What follows belongs to an exercise in optimizing a design on an open flow for small area, a short achievable clock period and few clock cycles per item; a production flow would make more cautious choices.
The RTL was checked by simulation tests, not by an equivalence proof against the original design.
Power is estimated from default activity; no workload was simulated.

$ cat run.sh
#!/bin/bash
# synth_recipe.tcl (not shown) runs the flow's synth.tcl, then flattens the netlist and writes it again
# the make line also repeats each setting of config.mk as NAME=value (left out here)
make -C /OpenROAD-flow-scripts/flow DESIGN_CONFIG=/design/flow/config.mk WORK_HOME=/design/flow/orfs CLKGATE_MAP_FILE= SYNTH_SCRIPT=/design/flow/synth_recipe.tcl finish
$ cat config.mk
export PLATFORM = sky130hd
export DESIGN_NAME = gr_codec
export DESIGN_NICKNAME = gr_codec
export VERILOG_FILES = /design/flow/design.v
export SDC_FILE = /design/flow/constraint.sdc
export NUM_CORES = 4
export LEC_CHECK = 0
export CAP_MARGIN = 20
export CORE_MARGIN = 2
export CORE_UTILIZATION = 40
export PLACE_DENSITY = 0.6
export SLEW_MARGIN = 20
$ cat constraint.sdc
create_clock -name core_clock -period 10.0 [get_ports {clk}]
set_input_delay 2.0000 -clock core_clock [delete_from_list [all_inputs] [get_ports {clk}]]
set_output_delay 2.0000 -clock core_clock [all_outputs]
set_load 0.01 [all_outputs]
$ cat design.v
module gr_pe (
    input  wire       clk,
    input  wire       rst,
    input  wire       init,        
    input  wire       obs_valid,   
    input  wire [7:0] obs_rank,
    output reg  [2:0] k
);
    reg  [15:0] sum;
    reg  [7:0]  count;
    wire [15:0] sum_next = sum + {8'd0, obs_rank};
    function [2:0] retune;
        input [15:0] s;
        begin
            if      (s[15]) retune = 3'd7;
            else if (s[14]) retune = 3'd6;
            else if (s[13]) retune = 3'd5;
            else if (s[12]) retune = 3'd4;
            else if (s[11]) retune = 3'd3;
            else if (s[10]) retune = 3'd2;
            else if (s[9])  retune = 3'd1;
            else            retune = 3'd0;
        end
    endfunction
    always @(posedge clk) begin
        if (rst || init) begin
            k     <= 3'd3;
            sum   <= 16'd0;
            count <= 8'd0;
        end else if (obs_valid) begin
            if (count == 8'd255) begin
                k     <= retune(sum_next);
                sum   <= 16'd0;
                count <= 8'd0;
            end else begin
                sum   <= sum_next;
                count <= count + 8'd1;
            end
        end
    end
endmodule
module gr_encoder (
    input  wire        clk,
    input  wire        rst,
    input  wire        in_valid,
    output wire        in_ready,
    input  wire        in_eos,
    input  wire [7:0]  in_rank,
    output reg         out_valid,
    input  wire        out_ready,
    output reg  [31:0] out_word,
    output reg         out_last
);
    localparam S_IDLE  = 2'd0,    
               S_ZRUN  = 2'd1,    
               S_TAIL  = 2'd2,    
               S_FINAL = 2'd3;    
    reg  [1:0]  state;
    reg  [31:0] acc;      
    reg  [5:0]  cnt;      
    reg  [8:0]  zleft;    
    reg  [7:0]  tail;     
    reg  [3:0]  tlen;     
    reg         eos;      
    wire [2:0]  k;
    wire [8:0]  n_val  = in_eos ? 9'd256 : {1'b0, in_rank};
    wire        accept = in_valid && in_ready;
    wire        free   = !out_valid || out_ready;
    wire [6:0]  room   = 7'd32 - {1'b0, cnt};
    wire        z_fill = ({7'd0, zleft} >= {9'd0, room});
    wire [8:0]  z_m    = z_fill ? {2'd0, room} : zleft;
    wire        t_fill = ({3'd0, tlen} >= room);
    wire [3:0]  t_m    = t_fill ? room[3:0] : tlen;
    wire [7:0]  t_bits = tail & ((8'd1 << t_m) - 8'd1);
    wire [31:0] t_acc  = acc | ({24'd0, t_bits} << cnt);
    wire        t_done = (t_m == tlen);
    reg         pe_init;
    assign in_ready = (state == S_IDLE);
    gr_pe u_pe (
        .clk       (clk),
        .rst       (rst),
        .init      (pe_init),
        .obs_valid (accept && !in_eos),
        .obs_rank  (in_rank),
        .k         (k)
    );
    always @(*) begin
        pe_init = 1'b0;
        if (state == S_TAIL && t_done && eos && t_fill && free)
            pe_init = 1'b1;
        if (state == S_FINAL && free)
            pe_init = 1'b1;
    end
    always @(posedge clk) begin
        if (rst) begin
            state     <= S_IDLE;
            acc       <= 32'd0;
            cnt       <= 6'd0;
            zleft     <= 9'd0;
            tail      <= 8'd0;
            tlen      <= 4'd0;
            eos       <= 1'b0;
            out_valid <= 1'b0;
            out_word  <= 32'd0;
            out_last  <= 1'b0;
        end else begin
            if (out_valid && out_ready)
                out_valid <= 1'b0;
            case (state)
            S_IDLE: begin
                if (accept) begin
                    zleft <= n_val >> k;
                    tail  <= {(n_val[6:0] & ((7'd1 << k) - 7'd1)), 1'b1};
                    tlen  <= {1'b0, k} + 4'd1;
                    eos   <= in_eos;
                    state <= ((n_val >> k) != 9'd0) ? S_ZRUN : S_TAIL;
                end
            end
            S_ZRUN: begin
                if (!z_fill || free) begin
                    if (z_fill) begin
                        out_valid <= 1'b1;
                        out_word  <= acc;
                        out_last  <= 1'b0;
                        acc       <= 32'd0;
                        cnt       <= 6'd0;
                    end else begin
                        cnt <= cnt + z_m[5:0];
                    end
                    zleft <= zleft - z_m;
                    if (zleft == z_m)
                        state <= S_TAIL;
                end
            end
            S_TAIL: begin
                if (!t_fill || free) begin
                    if (t_fill) begin
                        out_valid <= 1'b1;
                        out_word  <= t_acc;
                        out_last  <= eos && t_done;
                        acc       <= 32'd0;
                        cnt       <= 6'd0;
                    end else begin
                        acc <= t_acc;
                        cnt <= cnt + {2'd0, t_m};
                    end
                    tail <= tail >> t_m;
                    tlen <= tlen - t_m;
                    if (t_done)
                        state <= (eos && !t_fill) ? S_FINAL : S_IDLE;
                end
            end
            S_FINAL: begin
                if (free) begin
                    out_valid <= 1'b1;
                    out_word  <= acc;
                    out_last  <= 1'b1;
                    acc       <= 32'd0;
                    cnt       <= 6'd0;
                    state     <= S_IDLE;
                end
            end
            endcase
        end
    end
endmodule
module gr_decoder (
    input  wire        clk,
    input  wire        rst,
    input  wire        in_valid,
    output wire        in_ready,
    input  wire [31:0] in_word,
    output reg         out_valid,
    input  wire        out_ready,
    output reg  [7:0]  out_rank,
    output reg         out_eos
);
    localparam S_UNARY = 2'd0,    
               S_REM   = 2'd1,    
               S_EMIT  = 2'd2;    
    reg  [1:0]  state;
    reg  [31:0] acc;      
    reg  [5:0]  cnt;      
    reg  [8:0]  q;        
    reg  [6:0]  r;        
    reg  [2:0]  got;      
    wire [2:0]  k;
    wire        free  = !out_valid || out_ready;
    wire [31:0] bits  = acc >> cnt;
    wire [6:0]  avail = 7'd32 - {1'b0, cnt};
    function [5:0] ctz;
        input [31:0] v;
        integer i;
        begin
            ctz = 6'd32;
            for (i = 31; i >= 0; i = i - 1)
                if (v[i]) ctz = i[5:0];
        end
    endfunction
    wire [5:0]  tz     = ctz(bits);
    wire [9:0]  q_zero = {1'b0, q} + {3'd0, avail};           
    wire [9:0]  q_one  = {1'b0, q} + {4'd0, tz};              
    wire [2:0]  need   = k - got;
    wire        r_all  = ({4'd0, need} <= avail);
    wire [2:0]  r_m    = r_all ? need : avail[2:0];
    wire [6:0]  r_bits = bits[6:0] & ((7'd1 << r_m) - 7'd1);
    wire        is_eos = (q >= (9'd256 >> k));
    wire [8:0]  d_val  = (q << k) | {2'd0, r};
    reg         pe_init;
    reg         pe_obs;
    assign in_ready = (cnt == 6'd32) && (state != S_EMIT);
    gr_pe u_pe (
        .clk       (clk),
        .rst       (rst),
        .init      (pe_init),
        .obs_valid (pe_obs),
        .obs_rank  (d_val[7:0]),
        .k         (k)
    );
    always @(*) begin
        pe_init = (state == S_EMIT) && free && is_eos;
        pe_obs  = (state == S_EMIT) && free && !is_eos;
    end
    always @(posedge clk) begin
        if (rst) begin
            state     <= S_UNARY;
            acc       <= 32'd0;
            cnt       <= 6'd32;
            q         <= 9'd0;
            r         <= 7'd0;
            got       <= 3'd0;
            out_valid <= 1'b0;
            out_rank  <= 8'd0;
            out_eos   <= 1'b0;
        end else begin
            if (out_valid && out_ready)
                out_valid <= 1'b0;
            case (state)
            S_UNARY: begin
                if (cnt == 6'd32) begin
                    if (in_valid) begin
                        acc <= in_word;
                        cnt <= 6'd0;
                    end
                end else if (bits == 32'd0) begin
                    q   <= q_zero[9] ? 9'd511 : q_zero[8:0];
                    cnt <= 6'd32;
                end else begin
                    q     <= q_one[9] ? 9'd511 : q_one[8:0];
                    cnt   <= cnt + tz + 6'd1;
                    r     <= 7'd0;
                    got   <= 3'd0;
                    state <= (k == 3'd0) ? S_EMIT : S_REM;
                end
            end
            S_REM: begin
                if (cnt == 6'd32) begin
                    if (in_valid) begin
                        acc <= in_word;
                        cnt <= 6'd0;
                    end
                end else begin
                    r   <= r | (r_bits << got);
                    got <= got + r_m;
                    cnt <= cnt + {3'd0, r_m};
                    if (r_all)
                        state <= S_EMIT;
                end
            end
            S_EMIT: begin
                if (free) begin
                    out_valid <= 1'b1;
                    if (is_eos) begin
                        out_rank <= 8'd0;
                        out_eos  <= 1'b1;
                        cnt      <= 6'd32;
                    end else begin
                        out_rank <= d_val[7:0];
                        out_eos  <= 1'b0;
                    end
                    q     <= 9'd0;
                    state <= S_UNARY;
                end
            end
            default: state <= S_UNARY;
            endcase
        end
    end
endmodule
module gr_codec (
    input  wire        clk,
    input  wire        rst,
    input  wire        enc_in_valid,
    output wire        enc_in_ready,
    input  wire        enc_in_eos,
    input  wire [7:0]  enc_in_rank,
    output wire        enc_out_valid,
    input  wire        enc_out_ready,
    output wire [31:0] enc_out_word,
    output wire        enc_out_last,
    input  wire        dec_in_valid,
    output wire        dec_in_ready,
    input  wire [31:0] dec_in_word,
    output wire        dec_out_valid,
    input  wire        dec_out_ready,
    output wire [7:0]  dec_out_rank,
    output wire        dec_out_eos
);
    gr_encoder u_enc (
        .clk       (clk),
        .rst       (rst),
        .in_valid  (enc_in_valid),
        .in_ready  (enc_in_ready),
        .in_eos    (enc_in_eos),
        .in_rank   (enc_in_rank),
        .out_valid (enc_out_valid),
        .out_ready (enc_out_ready),
        .out_word  (enc_out_word),
        .out_last  (enc_out_last)
    );
    gr_decoder u_dec (
        .clk       (clk),
        .rst       (rst),
        .in_valid  (dec_in_valid),
        .in_ready  (dec_in_ready),
        .in_word   (dec_in_word),
        .out_valid (dec_out_valid),
        .out_ready (dec_out_ready),
        .out_rank  (dec_out_rank),
        .out_eos   (dec_out_eos)
    );
endmodule
==> flow_metrics.tcl <==
set metrics [dict create \
    dr.max_layer_used "met4" \
    finalWorstSetupSlack_ns 3.33 \
    cp.required_ns 10.49 \
    hold_violations 0 \
    cts_num_sinks 219 \
    io_pins 93 \
    die_width_um 216 \
    finalCoreUtilization 0.454 \
    slew_headroom 0.265 \
    grt_max_degree 66 \
    hold_start "u_enc.acc[10]" \
    whs_ns 0.448 \
    synth.most_common_cell "nand2_1" \
    drc 0 \
    synth.area.top_cells "dfxtp_1 24%, ha_1 6.5%, mux4_2 5.6%" \
    drt-vias-per-instance 6.11 \
    holdPathStages 2 \
    p_total_mw 5.79 \
    fmax_mhz 150 \
    min_to "u_enc.acc[10]" \
    yosys.area.top_type_share 0.244 \
    drtIter0Drc 1504 \
    crit_path_end_kind "flop" \
    wl_per_cell_um 19.5 \
    io_buffers 92 \
    drive_gt1_frac 0.0745 \
    async_flop_share 0 \
    htreeDepth 1 \
    antenna_found_initial 0 \
    postSynthAreaPerCell_sq_um 7.72 \
    period_needed_ns 6.67 \
    rsz0062_at_grt "false" \
    cts_inserted_buffers 28 \
    synth_seq_cells 219 \
    cts_tree "done" \
    reg2reg_depth 22 \
    drt_first_pass_iters 6 \
    ir_drop_v 0.000200 \
    clk_transition_reported_paths_ns 0.07 \
    grt_pass1_vias 17300 \
    finalSetupViolCount 0 \
    start_util 0.405 \
    met1_length_um 25700 \
    area.growth.synth_to_final_pct 11.9 \
    cp.arrival_ns 7.16 \
    yosysWarningCount 3 \
    skew_ns 0.0363 \
    final.setup.tns_ns 0 \
    ys_top_cells_by_count "248 x nand2_1, 219 x dfxtp_1, 219 x nor2_1, 196 x a21oi_1, 153 x o21ai_0" \
    rows 77 \
    synth_top_area_cell "dfxtp_1" \
    clock_latency_ns 0.59 \
    root_buffer "clkbuf_16" \
    synth.area.mux_share 0.0991 \
    drv_slew 0 \
    grt_overflow 0 \
    cts_hold_buf 0 \
    dieArea_sq_um 46600 \
    ys_seq_area_frac 0.244 \
    cts_buffer_depth 3 \
    synth_compound_area_frac 0.266 \
    r2r-end "u_enc.out_word[23]" \
    hp-class "reg2reg" \
    p_per_area_nw_per_um2 288 \
    synth-xor-area-share 0.0356 \
    ctsResizeCount 0 \
    vias 17900 \
    antenna_left 0 \
    synth_top_family_by_area "compound AO/OA/AOI/OAI gates" \
    finalNetCount 2469 \
    yosys.area_share.adder 0.0788 \
    wirelength_um 57200 \
    rrSetupSlack_ns 3.33 \
    worst_pin_slew_ns 1.09 \
    ys_types 92 \
    cts_setup_buffers 0 \
    maxCapViolCount 0 \
    grt_pass1_wl_um 93400 \
    synthSimpleGateAreaFrac 0.217 \
    hpwl_um 40700 \
    fp.dieH_um 216 \
    power_leakage_nw 7.45 \
    critPathMaxFanout 31 \
    grtUsageTotal 0.241 \
    pre_cts_ws_ns 3.53 \
    synth_edf_count 0 \
    startpoint_type "flop" \
    finalCritPeriodShare 0.667 \
    crit_type "reg2reg" \
    ys.flop_type "dfxtp_1" \
    rr_startpoint "u_enc.cnt[0]" \
    antenna_cells 0 \
    met3_length_um 3340 \
    status "finished clean" \
    wl_met2_um 26800 \
    synth_nets 2481 \
    gp_congestion 0.921 \
    synth_cells 2328 \
    synth_area_sq_um 18000 \
    coreArea_sq_um 44300 \
]
==> cell families (layout without fill, tap and decap cells) <==
family,Yosys count,in the layout
AO/OA/AOI/OAI,730,730
XOR/XNOR,73,73
adder cells (fa/ha/maj),106,106
buffers and inverters,262,270
flip-flops,219,219
multiplexers,119,119
AND/OR/NAND/NOR,819,819
==> how the worst max path moves through the flow <==
stage | from | endpoint | slack [ns] | depth (start not counted)
2_1_floorplan | u_enc.cnt[1] | u_enc.out_word[17] | 4.41 | 24
3_3_place_gp | u_enc.cnt[0] | u_enc.out_word[23] | 3.73 | 22
3_5_place_dp | u_enc.cnt[0] | u_enc.out_word[23] | 3.53 | 22
4_1_cts | u_enc.cnt[0] | u_enc.out_word[23] | 3.50 | 22
5_1_grt | u_enc.cnt[0] | u_enc.out_word[23] | 2.75 | 22
6_report | u_enc.cnt[0] | u_enc.out_word[23] | 3.33 | 22
==> per-stage QoR <==
step,cells,instance area (sq um)
finish,2928,20100
global route,2928,20100
floorplan,2328,18000
detailed placement,2878,19200
global placement,2878,19200
CTS,2928,20100
==> per-layer routing <==
metal  vias to the layer above  GRT usage
li1                       8588          -
met1                      8621      0.327
met2                       581      0.400
met3                       109     0.0285
met4                         0     0.0740
met5                         -          0
==> cells in the final DEF (no fill, tap or decap), types with 15 or more instances in the layout <==
| cell type | synthesis | final |
|---|---|---|
| a22oi_1 | 26 | 26 |
| dfxtp_1 | 219 | 216 |
| mux2i_1 | 55 | 55 |
| a32oi_1 | 17 | 17 |
| or3_1 | 26 | 26 |
| o211ai_1 | 24 | 24 |
| a211oi_1 | 25 | 24 |
| xnor2_1 | 42 | 42 |
| clkdlybuf4s50_1 | 0 | 91 |
| nor4_1 | 15 | 15 |
| nor2b_1 | 27 | 27 |
| a31oi_1 | 43 | 43 |
| buf_4 | 2 | 26 |
| nor3_1 | 68 | 68 |
| inv_1 | 99 | 99 |
| a21oi_1 | 196 | 196 |
| and3_1 | 28 | 28 |
| xor2_1 | 31 | 31 |
| mux4_2 | 45 | 45 |
| and2_1 | 16 | 16 |
| o21a_1 | 15 | 15 |
| o22ai_1 | 19 | 19 |
| nand2_1 | 248 | 248 |
| o31ai_1 | 23 | 23 |
| a311oi_1 | 16 | 15 |
| clkbuf_16 | 0 | 28 |
| nand3_1 | 69 | 69 |
| o21ai_0 | 153 | 152 |
| nand2b_1 | 32 | 32 |
| ha_1 | 94 | 94 |
| a21o_1 | 35 | 35 |
| nor2_1 | 219 | 218 |
==> where the power goes <==
part / switching [mW] / internal [mW]
combinational: 2.21 / 1.34
clock: 0.431 / 0.617
sequential: 0.193 / 1.00
total: 2.83 / 2.96
==> flip-flops by register name (all words and copies together), names as in the netlist, 4 cells and up <==
signal and cells:
u_enc.out_word 32, u_dec.cnt 6, u_dec.u_pe.sum 16, u_dec.out_rank 8, u_enc.tlen 4, u_dec.u_pe.count 8
u_dec.q 9, u_dec.acc 32, u_enc.u_pe.sum 16, u_dec.r 7, u_enc.acc 32, u_enc.zleft 9
u_enc.cnt 6, u_enc.u_pe.count 8, u_enc.tail 8
==> worst max-delay path, cell delays in order, from the launching register on <==
cell	delay [ns]
dfxtp_1	0.31
buf_4	0.31
inv_1	0.40
ha_1	0.42
xnor2_1	0.32
inv_1	0.19
ha_1	0.32
o21ai_0	0.07
nand2b_1	0.09
and3_1	0.49
nand2_1	0.35
a21o_1	0.38
nor2_1	0.18
nand2_1	0.08
ha_1	0.35
nand2b_1	0.22
nor4b_1	0.27
o211ai_1	0.17
a21oi_1	0.18
a21oi_1	0.10
a21oi_1	0.59
mux2i_1	0.35
o41ai_1	0.40
==> final cells by class <==
class	count	area [sq um]
inverters	103	387
clock inverters	16	203
flip-flops and latches	219	4390
fillers	4431	24200
well taps	592	741
multi-input cells	1847	12500
clock buffers	34	753
repair buffers	117	1110
Testbench counts, summed over its fixed seeds: cycles 184,443, items 62,376.

afterwards: timing with drivers on the ports:
In the flow no input, the clock included, has a driving cell. The finished layout below was timed again as built, in two steps. Step 1 sets driving cells, clkbuf_16 on the clock port and buf_2 on the other inputs (assumed; they add their load-dependent delay and slew). Step 2 moves the port delays by t, midway between the first and last clock arrival at a register: inputs arrive t later, outputs are due t later. That takes back most of the time a late clock gives input paths. Slacks: no drivers / after step 1 / after step 2; pairs: no drivers / after step 1.
shift t [ns]: 0.632
setup WS [ns]: 3.326 / 3.326 / 3.326
pins driven straight from the clock port: 1
After both steps this run still meets setup and hold. The setup slack of this run moves by 0.000 ns with the drivers and by 0.000 ns with both steps.
